This design comes from an exercise in tuning for small area, a short achievable clock period and few clock cycles per item on the open sky130 flow, not from production work. Function was checked by simulation only, so behaviour that the tests miss may differ from the original. Power and IR drop assume default switching activity.

==> flow/design.v (outline; a module is shown in full before it is edited, if it fits) <==
// module sdc_comp: 449 lines
// module fp_addsub: 102 lines
// module fp_mul_seq: 81 lines
// module booth_53x16: 48 lines
// module fp_div_seq: 65 lines
// module fp_divc: 81 lines
// module fp_round: 15 lines
// module i2f: 18 lines
module sdc_comp (
    input  wire        clk,
    input  wire        rst,
    input  wire        start,
    output wire        ready,
    input  wire [19:0] adc_t,
    input  wire [19:0] adc_p,
    input  wire [15:0] dig_t1,
    input  wire [15:0] dig_t2,
    input  wire [15:0] dig_t3,
    input  wire [15:0] dig_p1,
    input  wire [15:0] dig_p2,
    input  wire [15:0] dig_p3,
    input  wire [15:0] dig_p4,
    input  wire [15:0] dig_p5,
    input  wire [15:0] dig_p6,
    input  wire [15:0] dig_p7,
    input  wire [15:0] dig_p8,
    input  wire [15:0] dig_p9,
    output reg         done,
    output wire [63:0] t_fine,
    output wire [63:0] temperature,
    output wire [63:0] pressure,
    output wire        degenerate,
    output wire        alt_invalid
);
  // ...
==> flow/run.sh <==
#!/bin/bash
# synth_recipe.tcl (not shown) runs the flow's synth.tcl, then flattens the netlist and writes it again
# the make line also repeats each setting of config.mk as NAME=value (left out here)
make -C /OpenROAD-flow-scripts/flow DESIGN_CONFIG=/design/flow/config.mk WORK_HOME=/design/flow/orfs CLKGATE_MAP_FILE= SYNTH_SCRIPT=/design/flow/synth_recipe.tcl finish
==> flow/config.mk <==
export PLATFORM = sky130hd
export DESIGN_NAME = sdc_comp
export DESIGN_NICKNAME = sdc_comp
export VERILOG_FILES = /design/flow/design.v
export SDC_FILE = /design/flow/constraint.sdc
export NUM_CORES = 4
export LEC_CHECK = 0
export ABC_CLOCK_PERIOD_IN_PS = 5000
export CAP_MARGIN = 20
export CORE_MARGIN = 2
export CORE_UTILIZATION = 40
export SETUP_SLACK_MARGIN = 5
export SLEW_MARGIN = 20
==> flow/constraint.sdc <==
create_clock -name core_clock -period 16.0 [get_ports {clk}]
set_input_delay 3.2000 -clock core_clock [delete_from_list [all_inputs] [get_ports {clk}]]
set_output_delay 3.2000 -clock core_clock [all_outputs]
set_load 0.01 [all_outputs]
==> out/metrics.yaml, run 1 <==
die:
  die_y_um: 716.5
  tap_cells: 6706
  core.rowCount: 261
  core_area_mm2: 0.5055
  initial_core_util_pct: 40.17
cts:
  cts_resized: 0
  cts_tree: "built"
  root_buffer: "clkbuf_16"
synthesis:
  ys.flop_type: "edfxtp_1"
  synth_adder_area_share_pct: 11.00
  ys_warn_count: 7
  synth-xor-area-share_pct: 6.198
  synth_commonest_cells: "edfxtp_1, nand2_1, nor2_1, a21oi_1, inv_1"
  synth-seq-cells: 2919
  async_flop_share_pct: 0
global_route:
  grt_use_met3_pct: 9.826
  first_global_vias: 162400
outcome:
  status: "complete, no violations"
setup_path:
  cp_slowest_stage_delay_ns: 0.93
  crit_family: "compound AO/OA/AOI/OAI gates"
  critPathSlowestCell: "nor2_1"
power_and_ir_drop:
  leakage_nw: 87.47
  finalPower_w: 0.04836
final_layout:
  n_clock_buffer: 436
  layout_commonest_cell: "edfxtp_1"
  nFlopsAndLatches: 2919
  multi_input_cells: 15450
  fillers: 48290
  inv_count: 1493
  syn2layout_area_growth_pct: 11.30
placed_design:
  place_hpwl_mm: 654.1
route:
  wl_met1_mm: 341.4
sta:
  fin_hold_ws_ns: 0.3204
  rsz0062_at_grt: "no"
  finalSetupViolations: 0
  fin_crit_ns: 7.599
Testbench counts, summed over its fixed seeds: cycles 34,432, items 1,600.
==> module sdc_comp, before the edit <==
module sdc_comp (
    input  wire        clk,
    input  wire        rst,
    input  wire        start,
    output wire        ready,
    input  wire [19:0] adc_t,
    input  wire [19:0] adc_p,
    input  wire [15:0] dig_t1,
    input  wire [15:0] dig_t2,
    input  wire [15:0] dig_t3,
    input  wire [15:0] dig_p1,
    input  wire [15:0] dig_p2,
    input  wire [15:0] dig_p3,
    input  wire [15:0] dig_p4,
    input  wire [15:0] dig_p5,
    input  wire [15:0] dig_p6,
    input  wire [15:0] dig_p7,
    input  wire [15:0] dig_p8,
    input  wire [15:0] dig_p9,
    output reg         done,
    output wire [63:0] t_fine,
    output wire [63:0] temperature,
    output wire [63:0] pressure,
    output wire        degenerate,
    output wire        alt_invalid
);
    localparam LASTPH = 5'd20;
    reg  [4:0] ph;        
    reg         v0;        
    reg         v1;        
    reg         v2;        
    reg         v3;        
    reg         v4;        
    reg         v5;        
    assign ready = (ph == LASTPH);
    wire accept = start && ready;
    always @(posedge clk) begin
        if (rst) begin
            ph <= 5'd0;
            v0 <= 1'b0; v1 <= 1'b0; v2 <= 1'b0; v3 <= 1'b0; v4 <= 1'b0; v5 <= 1'b0; done <= 1'b0;
        end else begin
            done <= v5 && (ph == 5'd18);
            if (ph == LASTPH) begin
                ph <= 5'd0;
                v5 <= v4;
                v4 <= v3;
                v3 <= v2;
                v2 <= v1;
                v1 <= v0;
                v0 <= accept;
            end else begin
                ph <= ph + 5'd1;
            end
        end
    end
    reg  [21:0] at_q;
    reg  [19:0] ap_q0, ap_q1, ap_q2;
    reg  [15:0] t1_q;
    reg  [15:0] t2_q;
    reg  [15:0] t3_q;
    reg  [15:0] p1_q0, p1_q1, p1_q2;
    reg  [15:0] p2_q0, p2_q1;
    reg  [15:0] p3_q0, p3_q1;
    reg  [15:0] p4_q0, p4_q1, p4_q2;
    reg  [15:0] p5_q0, p5_q1;
    reg  [15:0] p6_q0, p6_q1;
    reg  [15:0] p7_q0, p7_q1, p7_q2, p7_q3, p7_q4;
    reg  [15:0] p8_q0, p8_q1, p8_q2, p8_q3, p8_q4;
    reg  [15:0] p9_q0, p9_q1, p9_q2, p9_q3, p9_q4;
    always @(posedge clk) begin
        if (accept) begin
            at_q <= {2'b00, adc_t};
            t1_q <= dig_t1;
            t2_q <= dig_t2;
            t3_q <= dig_t3;
        end
        if (accept) begin
            ap_q0 <= adc_p;
            p1_q0 <= dig_p1;
            p2_q0 <= dig_p2;
            p3_q0 <= dig_p3;
            p4_q0 <= dig_p4;
            p5_q0 <= dig_p5;
            p6_q0 <= dig_p6;
            p7_q0 <= dig_p7;
            p8_q0 <= dig_p8;
            p9_q0 <= dig_p9;
        end
        if (ph == LASTPH) begin    
            ap_q1 <= ap_q0;
            ap_q2 <= ap_q1;
            p1_q1 <= p1_q0;
            p1_q2 <= p1_q1;
            p2_q1 <= p2_q0;
            p3_q1 <= p3_q0;
            p4_q1 <= p4_q0;
            p4_q2 <= p4_q1;
            p5_q1 <= p5_q0;
            p6_q1 <= p6_q0;
            p7_q1 <= p7_q0;
            p7_q2 <= p7_q1;
            p7_q3 <= p7_q2;
            p7_q4 <= p7_q3;
            p8_q1 <= p8_q0;
            p8_q2 <= p8_q1;
            p8_q3 <= p8_q2;
            p8_q4 <= p8_q3;
            p9_q1 <= p9_q0;
            p9_q2 <= p9_q1;
            p9_q3 <= p9_q2;
            p9_q4 <= p9_q3;
        end
    end
    reg  [63:0] r0;
    reg  [63:0] r1;
    reg  [63:0] r2_1, r2_2, r2_3, r2_4, r2_5;
    reg  [63:0] r3;
    reg  [63:0] r4;
    reg  [63:0] r5;
    reg  [63:0] r6_3, r6_4, r6_5;
    reg  [63:0] r7;
    reg         deg_2, deg_3, deg_4, deg_5;
    wire [2:0] m_xs_n;
    reg  [2:0] m_xs;
    wire [1:0] m_ys_n;
    reg  [1:0] m_ys;
    wire [3:0] m_ysi_n;
    reg  [3:0] m_ysi;
    wire [0:0] m_ld_n;
    reg  [0:0] m_ld;
    wire [1:0] m_n_n;
    reg  [1:0] m_n;
    wire [7:0] m_sc_n;
    reg  [7:0] m_sc;
    wire [0:0] r1_we_n;
    reg  [0:0] r1_we;
    wire [0:0] r0_we_n;
    reg  [0:0] r0_we;
    wire [2:0] a_xs_n;
    reg  [2:0] a_xs;
    wire [2:0] a_ys_n;
    reg  [2:0] a_ys;
    wire [0:0] a_nx_n;
    reg  [0:0] a_nx;
    wire [0:0] a_ny_n;
    reg  [0:0] a_ny;
    wire [7:0] a_sc_n;
    reg  [7:0] a_sc;
    wire [0:0] r2_we_n;
    reg  [0:0] r2_we;
    wire [0:0] q_xs_n;
    reg  [0:0] q_xs;
    wire [0:0] q_ld_n;
    reg  [0:0] q_ld;
    wire [0:0] q_25_n;
    reg  [0:0] q_25;
    wire [7:0] q_sc_n;
    reg  [7:0] q_sc;
    wire [0:0] r7_we_n;
    reg  [0:0] r7_we;
    wire [0:0] r3_we_n;
    reg  [0:0] r3_we;
    wire [0:0] r4_we_n;
    reg  [0:0] r4_we;
    wire [1:0] a_ysi_n;
    reg  [1:0] a_ysi;
    wire [0:0] r5_we_n;
    reg  [0:0] r5_we;
    wire [0:0] d_ld_n;
    reg  [0:0] d_ld;
    wire [7:0] d_sc_n;
    reg  [7:0] d_sc;
    wire [0:0] r6_we_n;
    reg  [0:0] r6_we;
    wire [0:0] r1_s_n;
    reg  [0:0] r1_s;
    wire [0:0] r0_s_n;
    reg  [0:0] r0_s;
    wire [0:0] r3_s_n;
    reg  [0:0] r3_s;
    wire [0:0] r5_s_n;
    reg  [0:0] r5_s;
    wire [0:0] deg_we_n;
    reg  [0:0] deg_we;
    assign m_xs_n[0] = (v0 & ((ph == 5'd7))) | (v2 & ((ph == 5'd14))) | (v4 & ((ph == 5'd4)));
    assign m_xs_n[1] = (v1 & ((ph == 5'd6) | (ph == 5'd8) | (ph == 5'd12) | (ph == 5'd15) | (ph == 5'd16))) | (v2 & ((ph == 5'd13) | (ph == 5'd14))) | (v4 & ((ph == 5'd5)));
    assign m_xs_n[2] = (v3 & ((ph == 5'd18))) | (v4 & ((ph == 5'd4) | (ph == 5'd5)));
    assign m_ys_n[0] = (v1 & ((ph == 5'd8))) | (v3 & ((ph == 5'd18)));
    assign m_ys_n[1] = (v2 & ((ph == 5'd13))) | (v3 & ((ph == 5'd18)));
    assign m_ysi_n[0] = (v0 & ((ph == 5'd0))) | (v1 & ((ph == 5'd14) | (ph == 5'd15))) | (v2 & ((ph == 5'd13))) | (v4 & ((ph == 5'd4)));
    assign m_ysi_n[1] = (v0 & ((ph == 5'd6))) | (v1 & ((ph == 5'd11) | (ph == 5'd14))) | (v2 & ((ph == 5'd13)));
    assign m_ysi_n[2] = (v1 & ((ph == 5'd5) | (ph == 5'd11) | (ph == 5'd15))) | (v2 & ((ph == 5'd13)));
    assign m_ysi_n[3] = (v4 & ((ph == 5'd3) | (ph == 5'd4)));
    assign m_ld_n[0] = (v0 & ((ph == 5'd1) | (ph == 5'd2) | (ph == 5'd7))) | (v1 & ((ph == 5'd6) | (ph == 5'd8) | (ph == 5'd12) | (ph == 5'd15) | (ph == 5'd16))) | (v2 & ((ph == 5'd13) | (ph == 5'd14))) | (v3 & ((ph == 5'd18))) | (v4 & ((ph == 5'd4) | (ph == 5'd5)));
    assign m_n_n[0] = (v0 & ((ph == 5'd2)));
    assign m_n_n[1] = (v1 & ((ph == 5'd8))) | (v3 & ((ph == 5'd18)));
    assign m_sc_n[0] = (v1 & ((ph == 5'd6) | (ph == 5'd15) | (ph == 5'd16))) | (v4 & ((ph == 5'd4) | (ph == 5'd5)));
    assign m_sc_n[1] = (v0 & ((ph == 5'd1) | (ph == 5'd7)));
    assign m_sc_n[2] = (v0 & ((ph == 5'd7))) | (v1 & ((ph == 5'd16)));
    assign m_sc_n[3] = (v0 & ((ph == 5'd7))) | (v1 & ((ph == 5'd16)));
    assign m_sc_n[4] = (v0 & ((ph == 5'd1) | (ph == 5'd7))) | (v1 & ((ph == 5'd15))) | (v4 & ((ph == 5'd5)));
    assign m_sc_n[5] = (v0 & ((ph == 5'd1))) | (v1 & ((ph == 5'd15) | (ph == 5'd16))) | (v4 & ((ph == 5'd4) | (ph == 5'd5)));
    assign m_sc_n[6] = (v0 & ((ph == 5'd1) | (ph == 5'd7))) | (v1 & ((ph == 5'd15) | (ph == 5'd16))) | (v4 & ((ph == 5'd4) | (ph == 5'd5)));
    assign m_sc_n[7] = (v0 & ((ph == 5'd1) | (ph == 5'd7))) | (v1 & ((ph == 5'd15) | (ph == 5'd16))) | (v4 & ((ph == 5'd4) | (ph == 5'd5)));
    assign r1_we_n[0] = (v0 & ((ph == 5'd6) | (ph == 5'd10))) | (v1 & ((ph == 5'd18) | (ph == 5'd19))) | (v2 & ((ph == 5'd4) | (ph == 5'd7) | (ph == 5'd16))) | (v4 & ((ph == 5'd8)));
    assign r0_we_n[0] = (v0 & ((ph == 5'd4))) | (v1 & ((ph == 5'd15))) | (v2 & ((ph == 5'd2))) | (v4 & ((ph == 5'd3)));
    assign a_xs_n[0] = (v0 & ((ph == 5'd20))) | (v4 & ((ph == 5'd9))) | (v5 & ((ph == 5'd1)));
    assign a_xs_n[1] = (v1 & ((ph == 5'd19))) | (v2 & ((ph == 5'd0) | (ph == 5'd5) | (ph == 5'd8))) | (v4 & ((ph == 5'd9)));
    assign a_xs_n[2] = (v4 & ((ph == 5'd14))) | (v5 & ((ph == 5'd1)));
    assign a_ys_n[0] = (v0 & ((ph == 5'd15))) | (v1 & ((ph == 5'd19))) | (v2 & ((ph == 5'd5))) | (v4 & ((ph == 5'd9)));
    assign a_ys_n[1] = (v0 & ((ph == 5'd20))) | (v1 & ((ph == 5'd19))) | (v5 & ((ph == 5'd1)));
    assign a_ys_n[2] = (v2 & ((ph == 5'd0) | (ph == 5'd5))) | (v5 & ((ph == 5'd1)));
    assign a_nx_n[0] = (v2 & ((ph == 5'd8)));
    assign a_ny_n[0] = (v0 & ((ph == 5'd20)));
    assign a_sc_n[0] = (v0 & ((ph == 5'd20)));
    assign a_sc_n[1] = (v0 & ((ph == 5'd20))) | (v1 & ((ph == 5'd19))) | (v2 & ((ph == 5'd0))) | (v5 & ((ph == 5'd1)));
    assign a_sc_n[2] = (v0 & ((ph == 5'd20))) | (v1 & ((ph == 5'd19))) | (v2 & ((ph == 5'd0) | (ph == 5'd3))) | (v4 & ((ph == 5'd14))) | (v5 & ((ph == 5'd1)));
    assign a_sc_n[3] = (v0 & ((ph == 5'd20))) | (v1 & ((ph == 5'd19))) | (v2 & ((ph == 5'd0))) | (v4 & ((ph == 5'd14))) | (v5 & ((ph == 5'd1)));
    assign a_sc_n[4] = (v0 & ((ph == 5'd20))) | (v2 & ((ph == 5'd0))) | (v4 & ((ph == 5'd14))) | (v5 & ((ph == 5'd1)));
    assign a_sc_n[5] = (v0 & ((ph == 5'd20))) | (v1 & ((ph == 5'd19))) | (v4 & ((ph == 5'd14))) | (v5 & ((ph == 5'd1)));
    assign a_sc_n[6] = (v0 & ((ph == 5'd20))) | (v1 & ((ph == 5'd19))) | (v2 & ((ph == 5'd0))) | (v4 & ((ph == 5'd14))) | (v5 & ((ph == 5'd1)));
    assign a_sc_n[7] = (v0 & ((ph == 5'd20))) | (v1 & ((ph == 5'd19))) | (v2 & ((ph == 5'd0))) | (v4 & ((ph == 5'd14))) | (v5 & ((ph == 5'd1)));
    assign r2_we_n[0] = (v0 & ((ph == 5'd19)));
    assign q_xs_n[0] = (v5 & ((ph == 5'd8)));
    assign q_ld_n[0] = (v4 & ((ph == 5'd20))) | (v5 & ((ph == 5'd8)));
    assign q_25_n[0] = (v5 & ((ph == 5'd8)));
    assign q_sc_n[0] = 1'b0;
    assign q_sc_n[1] = (v4 & ((ph == 5'd20)));
    assign q_sc_n[2] = (v4 & ((ph == 5'd20)));
    assign q_sc_n[3] = 1'b0;
    assign q_sc_n[4] = (v4 & ((ph == 5'd20)));
    assign q_sc_n[5] = (v4 & ((ph == 5'd20)));
    assign q_sc_n[6] = (v4 & ((ph == 5'd20)));
    assign q_sc_n[7] = (v4 & ((ph == 5'd20)));
    assign r7_we_n[0] = (v5 & ((ph == 5'd8)));
    assign r3_we_n[0] = (v1 & ((ph == 5'd3) | (ph == 5'd14))) | (v2 & ((ph == 5'd12) | (ph == 5'd17))) | (v4 & ((ph == 5'd13) | (ph == 5'd18)));
    assign r4_we_n[0] = (v1 & ((ph == 5'd9))) | (v4 & ((ph == 5'd7)));
    assign a_ysi_n[0] = (v2 & ((ph == 5'd7)));
    assign a_ysi_n[1] = (v4 & ((ph == 5'd13)));
    assign r5_we_n[0] = (v2 & ((ph == 5'd9))) | (v5 & ((ph == 5'd5) | (ph == 5'd17)));
    assign d_ld_n[0] = (v2 & ((ph == 5'd18)));
    assign d_sc_n[0] = 1'b0;
    assign d_sc_n[1] = 1'b0;
    assign d_sc_n[2] = 1'b0;
    assign d_sc_n[3] = 1'b0;
    assign d_sc_n[4] = 1'b0;
    assign d_sc_n[5] = 1'b0;
    assign d_sc_n[6] = 1'b0;
    assign d_sc_n[7] = 1'b0;
    assign r6_we_n[0] = (v3 & ((ph == 5'd17)));
    assign r1_s_n[0] = (v2 & ((ph == 5'd4) | (ph == 5'd7)));
    assign r0_s_n[0] = (v2 & ((ph == 5'd2)));
    assign r3_s_n[0] = (v1 & ((ph == 5'd14))) | (v2 & ((ph == 5'd17)));
    assign r5_s_n[0] = (v5 & ((ph == 5'd17)));
    assign deg_we_n[0] = (v2 & ((ph == 5'd17)));
    always @(posedge clk) begin
        m_xs <= m_xs_n;
        m_ys <= m_ys_n;
        m_ysi <= m_ysi_n;
        m_ld <= m_ld_n;
        m_n <= m_n_n;
        m_sc <= m_sc_n;
        r1_we <= r1_we_n;
        r0_we <= r0_we_n;
        a_xs <= a_xs_n;
        a_ys <= a_ys_n;
        a_nx <= a_nx_n;
        a_ny <= a_ny_n;
        a_sc <= a_sc_n;
        r2_we <= r2_we_n;
        q_xs <= q_xs_n;
        q_ld <= q_ld_n;
        q_25 <= q_25_n;
        q_sc <= q_sc_n;
        r7_we <= r7_we_n;
        r3_we <= r3_we_n;
        r4_we <= r4_we_n;
        a_ysi <= a_ysi_n;
        r5_we <= r5_we_n;
        d_ld <= d_ld_n;
        d_sc <= d_sc_n;
        r6_we <= r6_we_n;
        r1_s <= r1_s_n;
        r0_s <= r0_s_n;
        r3_s <= r3_s_n;
        r5_s <= r5_s_n;
        deg_we <= deg_we_n;
    end
    reg  [63:0] op_Mx;
    reg  [21:0] int_Mx;
    wire [63:0] cv_Mx;
    wire [63:0] cvc_Mx;
    reg  [31:0] cvq_Mx;    
    i2f u_i2f_Mx (.v(int_Mx), .f(cvc_Mx));
    always @(posedge clk) cvq_Mx <= cvc_Mx[63:32];
    assign cv_Mx = {cvq_Mx, 32'd0};
    always @* int_Mx = (at_q - {2'b00, t1_q, 4'd0});
    always @* begin
        case (m_xs)
            3'd0: op_Mx = cv_Mx;
            3'd1: op_Mx = r1;
            3'd2: op_Mx = r3;
            3'd3: op_Mx = r5;
            3'd4: op_Mx = r6_3;
            3'd5: op_Mx = r0;
            default: op_Mx = r6_4;
        endcase
    end
    reg  [63:0] op_My;
    reg  [21:0] int_My;
    wire [63:0] cv_My;
    wire [63:0] cvc_My;
    reg  [31:0] cvq_My;    
    i2f u_i2f_My (.v(int_My), .f(cvc_My));
    always @(posedge clk) cvq_My <= cvc_My[63:32];
    assign cv_My = {cvq_My, 32'd0};
    always @* begin
        case (m_ysi)
            4'd0: int_My = (at_q - {2'b00, t1_q, 4'd0});
            4'd1: int_My = {{6{t2_q[15]}}, t2_q};
            4'd2: int_My = {{6{t3_q[15]}}, t3_q};
            4'd3: int_My = {{6{p6_q1[15]}}, p6_q1};
            4'd4: int_My = {{6{p5_q1[15]}}, p5_q1};
            4'd5: int_My = {{6{p3_q1[15]}}, p3_q1};
            4'd6: int_My = {{6{p2_q1[15]}}, p2_q1};
            4'd7: int_My = {6'd0, p1_q2};
            4'd8: int_My = {{6{p9_q4[15]}}, p9_q4};
            default: int_My = {{6{p8_q4[15]}}, p8_q4};
        endcase
    end
    always @* begin
        case (m_ys)
            2'd0: op_My = cv_My;
            2'd1: op_My = r3;
            2'd2: op_My = 64'h40B86A0000000000;
            default: op_My = r6_3;
        endcase
    end
    reg  [63:0] op_Ax;
    always @* begin
        case (a_xs)
            3'd0: op_Ax = r0;
            3'd1: op_Ax = r2_1;
            3'd2: op_Ax = r1;
            3'd3: op_Ax = r4;
            3'd4: op_Ax = r3;
            default: op_Ax = r6_5;
        endcase
    end
    reg  [63:0] op_Ay;
    reg  [21:0] int_Ay;
    wire [63:0] cv_Ay;
    wire [63:0] cvc_Ay;
    reg  [31:0] cvq_Ay;    
    i2f u_i2f_Ay (.v(int_Ay), .f(cvc_Ay));
    always @(posedge clk) cvq_Ay <= cvc_Ay[63:32];
    assign cv_Ay = {cvq_Ay, 32'd0};
    always @* begin
        case (a_ysi)
            2'd0: int_Ay = {{6{p4_q2[15]}}, p4_q2};
            2'd1: int_Ay = {1'b0, 21'd1048576 - {1'b0, ap_q2}};
            default: int_Ay = {{6{p7_q4[15]}}, p7_q4};
        endcase
    end
    always @* begin
        case (a_ys)
            3'd0: op_Ay = cv_Ay;
            3'd1: op_Ay = r1;
            3'd2: op_Ay = 64'h40FF400000000000;
            3'd3: op_Ay = r4;
            3'd4: op_Ay = r0;
            3'd5: op_Ay = 64'h3FF0000000000000;
            default: op_Ay = r3;
        endcase
    end
    reg  [63:0] op_Qx;
    always @* begin
        case (q_xs)
            1'd0: op_Qx = r2_5;
            default: op_Qx = r5;
        endcase
    end
    reg  [63:0] op_Dx;
    always @* begin
        op_Dx = r1;
    end
    reg  [63:0] op_Dy;
    always @* begin
        op_Dy = r3;
    end
    wire [63:0] m_res, a_res, d_res, q_res;
    wire        m_zero;
    fp_mul_seq u_mul (.clk(clk), .ld(m_ld), .a(op_Mx), .b(op_My), .nsel(m_n), .scale(m_sc), .result(m_res), .zero(m_zero));
    fp_addsub u_add (.clk(clk), .a({op_Ax[63] ^ a_nx, op_Ax[62:0]}), .b({op_Ay[63] ^ a_ny, op_Ay[62:0]}), .scale(a_sc), .result(a_res));
    fp_div_seq u_div (.clk(clk), .ld(d_ld), .a(op_Dx), .b(op_Dy), .scale(d_sc), .result(d_res));
    fp_divc u_divc (.clk(clk), .ld(q_ld), .a(op_Qx), .by25(q_25), .scale(q_sc), .result(q_res));
    always @(posedge clk) begin
        if (r0_we) begin
            case (r0_s)
                1'd0: r0 <= m_res;
                1'd1: r0 <= a_res;
                default: r0 <= a_res;
            endcase
        end
        if (r1_we) begin
            case (r1_s)
                1'd0: r1 <= m_res;
                1'd1: r1 <= a_res;
                default: r1 <= a_res;
            endcase
        end
        if (r2_we) r2_1 <= a_res;
        if (r3_we) begin
            case (r3_s)
                1'd0: r3 <= a_res;
                1'd1: r3 <= m_res;
                default: r3 <= m_res;
            endcase
        end
        if (r4_we) r4 <= m_res;
        if (r5_we) begin
            case (r5_s)
                1'd0: r5 <= a_res;
                1'd1: r5 <= q_res;
                default: r5 <= q_res;
            endcase
        end
        if (r6_we) r6_3 <= d_res;
        if (r7_we) r7 <= q_res;
        if (deg_we) deg_2 <= m_zero;
        if (ph == LASTPH) begin    
            r2_2 <= r2_1;
            r2_3 <= r2_2;
            r2_4 <= r2_3;
            r2_5 <= r2_4;
            r6_4 <= r6_3;
            r6_5 <= r6_4;
            deg_3 <= deg_2;
            deg_4 <= deg_3;
            deg_5 <= deg_4;
        end
    end
    assign t_fine      = r2_5;
    assign temperature = r7;
    assign degenerate  = deg_5;
    wire   [63:0] press_r = r5;
    assign pressure    = degenerate ? 64'd0 : press_r;
    assign alt_invalid = !degenerate && press_r[63] && (press_r[62:0] != 63'd0);
endmodule
==> run 2: changes to the inputs <==
--- a/flow/design.v
+++ b/flow/design.v
@@ -177,16 +177,18 @@
     wire [0:0] r0_s_n;
     reg  [0:0] r0_s;
     wire [0:0] r3_s_n;
     reg  [0:0] r3_s;
     wire [0:0] r5_s_n;
     reg  [0:0] r5_s;
     wire [0:0] deg_we_n;
     reg  [0:0] deg_we;
+    wire [0:0] pmask_n;
+    reg  [0:0] pmask;
     assign m_xs_n[0] = (v0 & ((ph == 5'd7))) | (v2 & ((ph == 5'd14))) | (v4 & ((ph == 5'd4)));
     assign m_xs_n[1] = (v1 & ((ph == 5'd6) | (ph == 5'd8) | (ph == 5'd12) | (ph == 5'd15) | (ph == 5'd16))) | (v2 & ((ph == 5'd13) | (ph == 5'd14))) | (v4 & ((ph == 5'd5)));
     assign m_xs_n[2] = (v3 & ((ph == 5'd18))) | (v4 & ((ph == 5'd4) | (ph == 5'd5)));
     assign m_ys_n[0] = (v1 & ((ph == 5'd8))) | (v3 & ((ph == 5'd18)));
     assign m_ys_n[1] = (v2 & ((ph == 5'd13))) | (v3 & ((ph == 5'd18)));
     assign m_ysi_n[0] = (v0 & ((ph == 5'd0))) | (v1 & ((ph == 5'd14) | (ph == 5'd15))) | (v2 & ((ph == 5'd13))) | (v4 & ((ph == 5'd4)));
     assign m_ysi_n[1] = (v0 & ((ph == 5'd6))) | (v1 & ((ph == 5'd11) | (ph == 5'd14))) | (v2 & ((ph == 5'd13)));
     assign m_ysi_n[2] = (v1 & ((ph == 5'd5) | (ph == 5'd11) | (ph == 5'd15))) | (v2 & ((ph == 5'd13)));
@@ -248,16 +250,17 @@
     assign d_sc_n[6] = 1'b0;
     assign d_sc_n[7] = 1'b0;
     assign r6_we_n[0] = (v3 & ((ph == 5'd17)));
     assign r1_s_n[0] = (v2 & ((ph == 5'd4) | (ph == 5'd7)));
     assign r0_s_n[0] = (v2 & ((ph == 5'd2)));
     assign r3_s_n[0] = (v1 & ((ph == 5'd14))) | (v2 & ((ph == 5'd17)));
     assign r5_s_n[0] = (v5 & ((ph == 5'd17)));
     assign deg_we_n[0] = (v2 & ((ph == 5'd17)));
+    assign pmask_n[0] = (v5 & ((ph == 5'd17)));
     always @(posedge clk) begin
         m_xs <= m_xs_n;
         m_ys <= m_ys_n;
         m_ysi <= m_ysi_n;
         m_ld <= m_ld_n;
         m_n <= m_n_n;
         m_sc <= m_sc_n;
         r1_we <= r1_we_n;
@@ -280,16 +283,17 @@
         d_ld <= d_ld_n;
         d_sc <= d_sc_n;
         r6_we <= r6_we_n;
         r1_s <= r1_s_n;
         r0_s <= r0_s_n;
         r3_s <= r3_s_n;
         r5_s <= r5_s_n;
         deg_we <= deg_we_n;
+        pmask <= pmask_n;
     end
     reg  [63:0] op_Mx;
     reg  [21:0] int_Mx;
     wire [63:0] cv_Mx;
     wire [63:0] cvc_Mx;
     reg  [31:0] cvq_Mx;    
     i2f u_i2f_Mx (.v(int_Mx), .f(cvc_Mx));
     always @(posedge clk) cvq_Mx <= cvc_Mx[63:32];
@@ -384,21 +388,24 @@
     always @* begin
         op_Dx = r1;
     end
     reg  [63:0] op_Dy;
     always @* begin
         op_Dy = r3;
     end
     wire [63:0] m_res, a_res, d_res, q_res;
-    wire        m_zero;
+    wire        m_zero, q_zero;
+    reg         alt_q;
     fp_mul_seq u_mul (.clk(clk), .ld(m_ld), .a(op_Mx), .b(op_My), .nsel(m_n), .scale(m_sc), .result(m_res), .zero(m_zero));
     fp_addsub u_add (.clk(clk), .a({op_Ax[63] ^ a_nx, op_Ax[62:0]}), .b({op_Ay[63] ^ a_ny, op_Ay[62:0]}), .scale(a_sc), .result(a_res));
     fp_div_seq u_div (.clk(clk), .ld(d_ld), .a(op_Dx), .b(op_Dy), .scale(d_sc), .result(d_res));
-    fp_divc u_divc (.clk(clk), .ld(q_ld), .a(op_Qx), .by25(q_25), .scale(q_sc), .result(q_res));
+    fp_divc u_divc (.clk(clk), .ld(q_ld), .a(op_Qx), .by25(q_25), .scale(q_sc), .result(q_res), .zero(q_zero));
+    wire        pdeg = pmask & deg_5;
+    wire [63:0] q_resm = pdeg ? 64'd0 : q_res;
     always @(posedge clk) begin
         if (r0_we) begin
             case (r0_s)
                 1'd0: r0 <= m_res;
                 1'd1: r0 <= a_res;
                 default: r0 <= a_res;
             endcase
         end
@@ -416,41 +423,41 @@
                 1'd1: r3 <= m_res;
                 default: r3 <= m_res;
             endcase
         end
         if (r4_we) r4 <= m_res;
         if (r5_we) begin
             case (r5_s)
                 1'd0: r5 <= a_res;
-                1'd1: r5 <= q_res;
-                default: r5 <= q_res;
+                1'd1: r5 <= q_resm;
+                default: r5 <= q_resm;
             endcase
         end
         if (r6_we) r6_3 <= d_res;
-        if (r7_we) r7 <= q_res;
+        if (r7_we) r7 <= q_resm;
         if (deg_we) deg_2 <= m_zero;
+        if (pmask) alt_q <= !pdeg && q_res[63] && !q_zero;    
         if (ph == LASTPH) begin    
             r2_2 <= r2_1;
             r2_3 <= r2_2;
             r2_4 <= r2_3;
             r2_5 <= r2_4;
             r6_4 <= r6_3;
             r6_5 <= r6_4;
             deg_3 <= deg_2;
             deg_4 <= deg_3;
             deg_5 <= deg_4;
         end
     end
     assign t_fine      = r2_5;
     assign temperature = r7;
     assign degenerate  = deg_5;
-    wire   [63:0] press_r = r5;
-    assign pressure    = degenerate ? 64'd0 : press_r;
-    assign alt_invalid = !degenerate && press_r[63] && (press_r[62:0] != 63'd0);
+    assign pressure    = r5;
+    assign alt_invalid = alt_q;
 endmodule
 module fp_addsub (
     input  wire        clk,
     input  wire [63:0] a,
     input  wire [63:0] b,
     input  wire [7:0]  scale,    
     output wire [63:0] result
 );
@@ -744,23 +751,25 @@
     );
 endmodule
 module fp_divc (
     input  wire        clk,
     input  wire        ld,
     input  wire [63:0] a,
     input  wire        by25,     
     input  wire [7:0]  scale,    
-    output wire [63:0] result
+    output wire [63:0] result,
+    output wire        zero      
 );
     reg         sign_q, zero_q, m25;
     reg  [12:0] exp_q;
     reg  [63:0] dq;       
     reg  [24:0] r;        
     reg  [3:0]  cnt;
+    reg         top;      
     function [28:0] dig;    
         input [24:0] ro;
         input [3:0]  nib;
         reg   [15:0] nh;
         begin
             nh = 16'd1 << nib;
             dig[0] = (ro[0] & nh[0]) | (ro[1] & nh[9]) | (ro[3] & nh[2]) | (ro[4] & nh[11]) | (ro[6] & nh[4]) | (ro[7] & nh[13]) | (ro[9] & nh[6]) | (ro[10] & nh[15]) | (ro[12] & nh[8]) | (ro[14] & nh[1]) | (ro[15] & nh[10]) | (ro[17] & nh[3]) | (ro[18] & nh[12]) | (ro[20] & nh[5]) | (ro[21] & nh[14]) | (ro[23] & nh[7]);
             dig[1] = (ro[0] & nh[1]) | (ro[1] & nh[10]) | (ro[3] & nh[3]) | (ro[4] & nh[12]) | (ro[6] & nh[5]) | (ro[7] & nh[14]) | (ro[9] & nh[7]) | (ro[11] & nh[0]) | (ro[12] & nh[9]) | (ro[14] & nh[2]) | (ro[15] & nh[11]) | (ro[17] & nh[4]) | (ro[18] & nh[13]) | (ro[20] & nh[6]) | (ro[21] & nh[15]) | (ro[23] & nh[8]);
@@ -798,28 +807,29 @@
     wire [52:0] sig  = {1'b1, a[51:0]};
     wire [55:0] sig5 = {3'b000, sig} + {1'b0, sig, 2'b00};
     always @(posedge clk) begin
         if (ld) begin
             sign_q <= a[63];
             zero_q <= (a[62:52] == 11'd0);
             m25    <= by25;
             exp_q  <= {2'b00, a[62:52]} + {{5{scale[7]}}, scale};
-            dq     <= {by25 ? {3'b000, sig} : sig5, 8'd0};
+            dq     <= {by25 ? {1'b0, sig, 2'b00} : sig5, 8'd0};
             r      <= 25'd1;
             cnt    <= 4'd8;
         end else if (cnt != 4'd0) begin
             dq  <= {dq[55:0], d0[28:25], d1[28:25]};
             r   <= d1[24:0];
             cnt <= cnt - 4'd1;
+            top <= dq[50];    
         end
     end
     wire        rem_nz = !r[0];
-    wire [63:0] qa = m25 ? {dq[61:0], 2'b00} : dq;    
-    wire        top = qa[58];
+    wire [63:0] qa = dq;
+    assign zero = zero_q;
     wire [12:0] e_adj = m25 ? (top ? 13'd4 : 13'd5) : (top ? 13'd2 : 13'd3);
     fp_round u_rnd (
         .sign(sign_q), .zero(zero_q), .exp(exp_q - e_adj),
         .mant(top ? qa[58:6] : qa[57:5]),
         .guard(top ? qa[5] : qa[4]),
         .sticky(top ? (|qa[4:0] | rem_nz) : (|qa[3:0] | rem_nz)),
         .result(result)
     );
==> run 2 against run 1 <==
Effect of this change: area after synthesis is 0.48% lower; combinational power up 2%; die area is 0.48% lower; sequential cell count is 2 higher; clock-buffer cell count decreased by 21; cell count is 0.29% lower; final area is 0.37% lower; core utilization barely moved; critical path type unchanged; critical endpoint is now u_div.rem[49]$_DFFE_PP_; highest routed layer unchanged.
==> out/metrics.yaml, run 2 <==
cts:
  postCtsSetupBuffers: 0  # unchanged
  cts_tree: "built"  # unchanged
  root_buffer: "clkbuf_16"  # unchanged
  cts_resized: 0  # unchanged
  clockBufferDepth: 4  # unchanged
  h-tree-depth: 5  # unchanged
  cts_hold_buf: 0  # unchanged
  worstSkewPairLatency_ns: 1.04  # was 1.01 ns
  clk_pin_slew_ns: 0.07  # was 0.06 ns
  clkSinkCount: 2921  # was 2919
  numCtsBuffers: 332  # was 334
setup_path:
  critPathKind: "flip-flop to flip-flop"  # unchanged
  path_max_fanout: 11  # was 31
  r2r_cells: 19  # unchanged
  reg2reg_to: "u_div.rem[49]$_DFFE_PP_"  # was u_div.rem[21]$_DFFE_PP_
  critPathSlowestCell: "a211oi_1"  # was nor2_1
  start_kind: "flip-flop"  # unchanged
  rrSetupSlack_ns: 8.55  # was 8.40 ns
  crit_arrival_ns: 8.17  # was 8.36 ns
  crit_path_frequent_cell: "buf_4"  # unchanged
  worst_setup_path_end_kind: "flip-flop"  # unchanged
  reg2reg_from: "u_div.dv7[0]$_DFFE_PP_"  # unchanged
  cp.required_ns: 16.72  # was 16.76 ns
  worstPathCellList: "inv_1, ha_1, a21o_1, a21o_1, a2111oi_0, o21bai_1, a211oi_1, o31ai_1, o21ai_0, a31oi_1, a31o_2, a21oi_2, buf_4, nand3_1, buf_4, nor2_1, buf_4, a211o_1, a31oi_1"  # was inv_1, ha_1, a211o_1, a2111oi_0, o31ai_1, or3_1, a211oi_1, buf_4, a21oi_1, o21ai_1, a311o_1, o211ai_1, a31oi_1, o21a_1, buf_4, nand2_1, nor2_1, o21ai_0, o211a_1
  cp_slowest_stage_delay_ns: 0.75  # was 0.93 ns
sta:
  hold_violations: 0  # unchanged
  fin_tns_setup_ns: 0  # unchanged
  tightest_slew_ns: 1.298  # was 1.364 ns
  finalSetupViolations: 0  # unchanged
  finClkSkew_ns: 0.05893  # was 0.07332 ns
  fmax_mhz: 134.2  # was 131.6 MHz
  fin_crit_ns: 7.452  # was 7.599 ns
  final.period_utilization_pct: 46.57  # was 47.50%
  maxSlewHeadroom_pct: 12.66  # was 8.747%
  maxSlewViolCount: 0  # unchanged
  rsz0062_at_grt: "no"  # unchanged
worst_hold_path:
  min_path_type: "flip-flop to flip-flop"  # unchanged
  hold_start: "a_sc[4]$_DFF_P_"  # was a_sc[5]$_DFF_P_
  min_path_cells: 0  # unchanged
  hold_end: "u_add.sc0[4]$_DFF_P_"  # was u_add.sc0[5]$_DFF_P_
job:
  max_cap_violations: 0  # unchanged
synthesis:
  ys.flop_type: "edfxtp_1"  # unchanged
  syn_nets: 22810  # was 22890
  async_flop_share_pct: 0  # unchanged
  synth_area_leaders: "edfxtp_1, dfxtp_1, ha_1"  # unchanged
  synth-seq-cells: 2921  # was 2919
  syn_avg_cell_area_um2: 9.600  # was 9.608 um^2
  ys_warn_count: 7  # unchanged
  synthCells: 21050  # was 21140
  synth_commonest_cells: "edfxtp_1, nand2_1, inv_1, nor2_1, a21oi_1"  # was edfxtp_1, nand2_1, nor2_1, a21oi_1, inv_1
  synth_top_area_share_pct: 30.82  # was 30.64%
  synth_cell_types: 128  # was 117
  yosys.area.top_type: "edfxtp_1"  # unchanged
  synth_edf_count: 2074  # was 2072
  ys_seq_area_share_pct: 39.21  # was 38.99%
  synth_area_mm2: 0.2021  # was 0.2031 mm^2
  yosysMostFrequentCell: "edfxtp_1"  # unchanged
global_route:
  antenna_found_initial: 160  # was 154
  globalRoute.totalOverflow: 0  # unchanged
  grt_pass1_wl_mm: 1234  # was 1208 mm
  first_global_vias: 161200  # was 162400
  grt_max_degree: 164  # was 112
  gr-usage-all-layers_pct: 33.39  # was 32.34%
placed_design:
  place_hpwl_mm: 677.7  # was 654.1 mm
  placedInstanceArea_mm2: 0.2138  # was 0.2144 mm^2
  gp_congestion: 1.028  # was 1.061
  placedCellCount: 27340  # was 27390
  port_buffers: 430  # unchanged
final_layout:
  nNetsFinal: 22720  # was 22780
  largest_register_ffs: 69  # unchanged
  layout_commonest_cell: "edfxtp_1"  # unchanged
  final_util_pct: 44.66  # was 44.71%
  finalInstanceArea_mm2: 0.2252  # was 0.2260 mm^2
  regMostFlops: "u_mul.ps"  # unchanged
  top_regs: "u_mul.ps x69, u_mul.pc x65"  # unchanged
  drive_gt1_share_pct: 8.151  # was 8.263%
  syn2layout_area_growth_pct: 11.43  # was 11.30%
  layout_common_cells: "edfxtp_1, nand2_1, inv_1, nor2_1, a21oi_1"  # was edfxtp_1, nand2_1, nor2_1, a21oi_1, inv_1
  fillers: 48340  # was 48290
  instances_no_fill: 28030  # was 28120
power_and_ir_drop:
  powerDensity_mw_per_mm2: 217.8  # was 214.0 mW/mm^2
  ir_drop_uv: 447.5  # was 438.8 uV
  finalPower_w: 0.04904  # was 0.04836 W
  leakage_nw: 87.33  # was 87.47 nW
die:
  die_x_um: 714.8  # was 716.5 um
  io_pins: 431  # unchanged
  dieArea_mm2: 0.5109  # was 0.5134 mm^2
  die_y_um: 714.8  # was 716.5 um
  core.rowCount: 261  # unchanged
  core_area_mm2: 0.5042  # was 0.5055 mm^2
  initial_core_util_pct: 40.08  # was 40.17%
outcome:
  status: "complete, no violations"  # unchanged
route:
  drtIter0Drc: 25360  # was 23770
  wirelength_mm: 888.4  # was 864.6 mm
  remaining_drc_errors: 0  # unchanged
  antenna_left: 0  # unchanged
  wl_per_cell_um: 31.69  # was 30.75 um
  viasPerCell: 6.286  # was 6.252
  drtPass1Iterations: 10  # was 7
  vias: 176200  # was 175800
## run 2: stage by stage
step	hold slack [ns]	setup slack, ns
floorplan	0.3096	0.4748
global placement	0.3123	9.005
detailed placement	0.3121	9.076
CTS	0.3249	8.900
global route	0.3258	8.445
finish	0.3250	8.548
## run 2: where the power goes
part	internal [W]	switching [W]	total, W
registers	0.00965	0.000696	0.0103
logic	0.0118	0.0189	0.0307
clock network	0.00454	0.00343	0.00797
## run 2: cell families after synthesis
| logic type | share of synthesized area (%) |
|---|---|
| xor+xnor | 6.396 |
| buf+inv | 5.306 |
| fa+ha+maj | 11.06 |
| flops | 39.21 |
| compound gates | 19.87 |
| simple gates | 12.50 |
| mux | 5.667 |
## run 2: how the worst max path moves through the flow
stage / startpoint / to / slack, ns
after floorplan: ph[0]$_SDFF_PP0_ / ap_q0[0]$_DFFE_PP_ / 0.47
after global placement: u_divc.top$_DFFE_PP_ / r5[47]$_DFFE_PP_ / 9.01
after detailed placement: u_div.dv7[0]$_DFFE_PP_ / u_div.rem[49]$_DFFE_PP_ / 9.08
after CTS: ph[2]$_SDFF_PP0_ / ready / 8.90
after global routing: u_div.dv7[0]$_DFFE_PP_ / u_div.rem[22]$_DFFE_PP_ / 8.45
final: u_div.dv7[0]$_DFFE_PP_ / u_div.rem[49]$_DFFE_PP_ / 8.55
## run 2: cell type report
class                      count  area (um^2)  area share [%]
timing repair buffer         877         7725           3.430
clock buffer                 415         8991           3.993
sequential                  2921        79350           35.24
multi-input combinational  15330       112700           50.07
inverter                    1502         5653           2.510
antenna                       78        195.2         0.08667
tap                         6706         8391           3.726
clock inverter               200         2140          0.9501
## run 2: metal layers
layer	wire length (um)	up-vias	global-route usage (%)
met5	364	-	0
met4	60640	52	18.90
met3	107900	2124	9.705
met2	362500	11090	47.68
met1	357000	86110	45.03
li1	-	76850	-
## run 2: worst max-delay path, delay by kind of cell (launching register included)
kind	cells	cell delay, ns
AO/OA/AOI/OAI	12	4.00
adder cells (fa/ha/maj)	1	0.32
buffers and inverters	4	1.17
flip-flops	1	0.66
AND/OR/NAND/NOR	2	1.02
Testbench counts of run 2, summed over its fixed seeds: cycles 34,432, items 1,600.

-- static timing again, ports no longer ideal --
The flow's constraints put no driver on any port. The routed layouts listed below were extracted and timed again, unchanged, in two steps.
Step 1: set_driving_cell puts a clkbuf_16 on clk and a buf_2 on each other input, an assumption about the parent block.
Step 2 moves the port delays by t, midway between the first and last clock arrival at a register: inputs arrive t later, outputs are due t later. That takes back most of the time a late clock gives input paths.
Three values: ideal ports, drivers, drivers and shift; two values: the first two.
| run | t, ns | slack for setup (ns) | worst setup path at the end | worst register clock-pin slew, ns |
|---|---|---|---|---|
| run 1 | 1.098 | 8.401 / 8.354 / 8.401 | register to register | 0.08 / 0.08 |
| run 2 | 1.144 | 8.548 / 8.548 / 8.548 | register to register | 0.07 / 0.07 |
After both steps setup and hold are still met in every run listed.
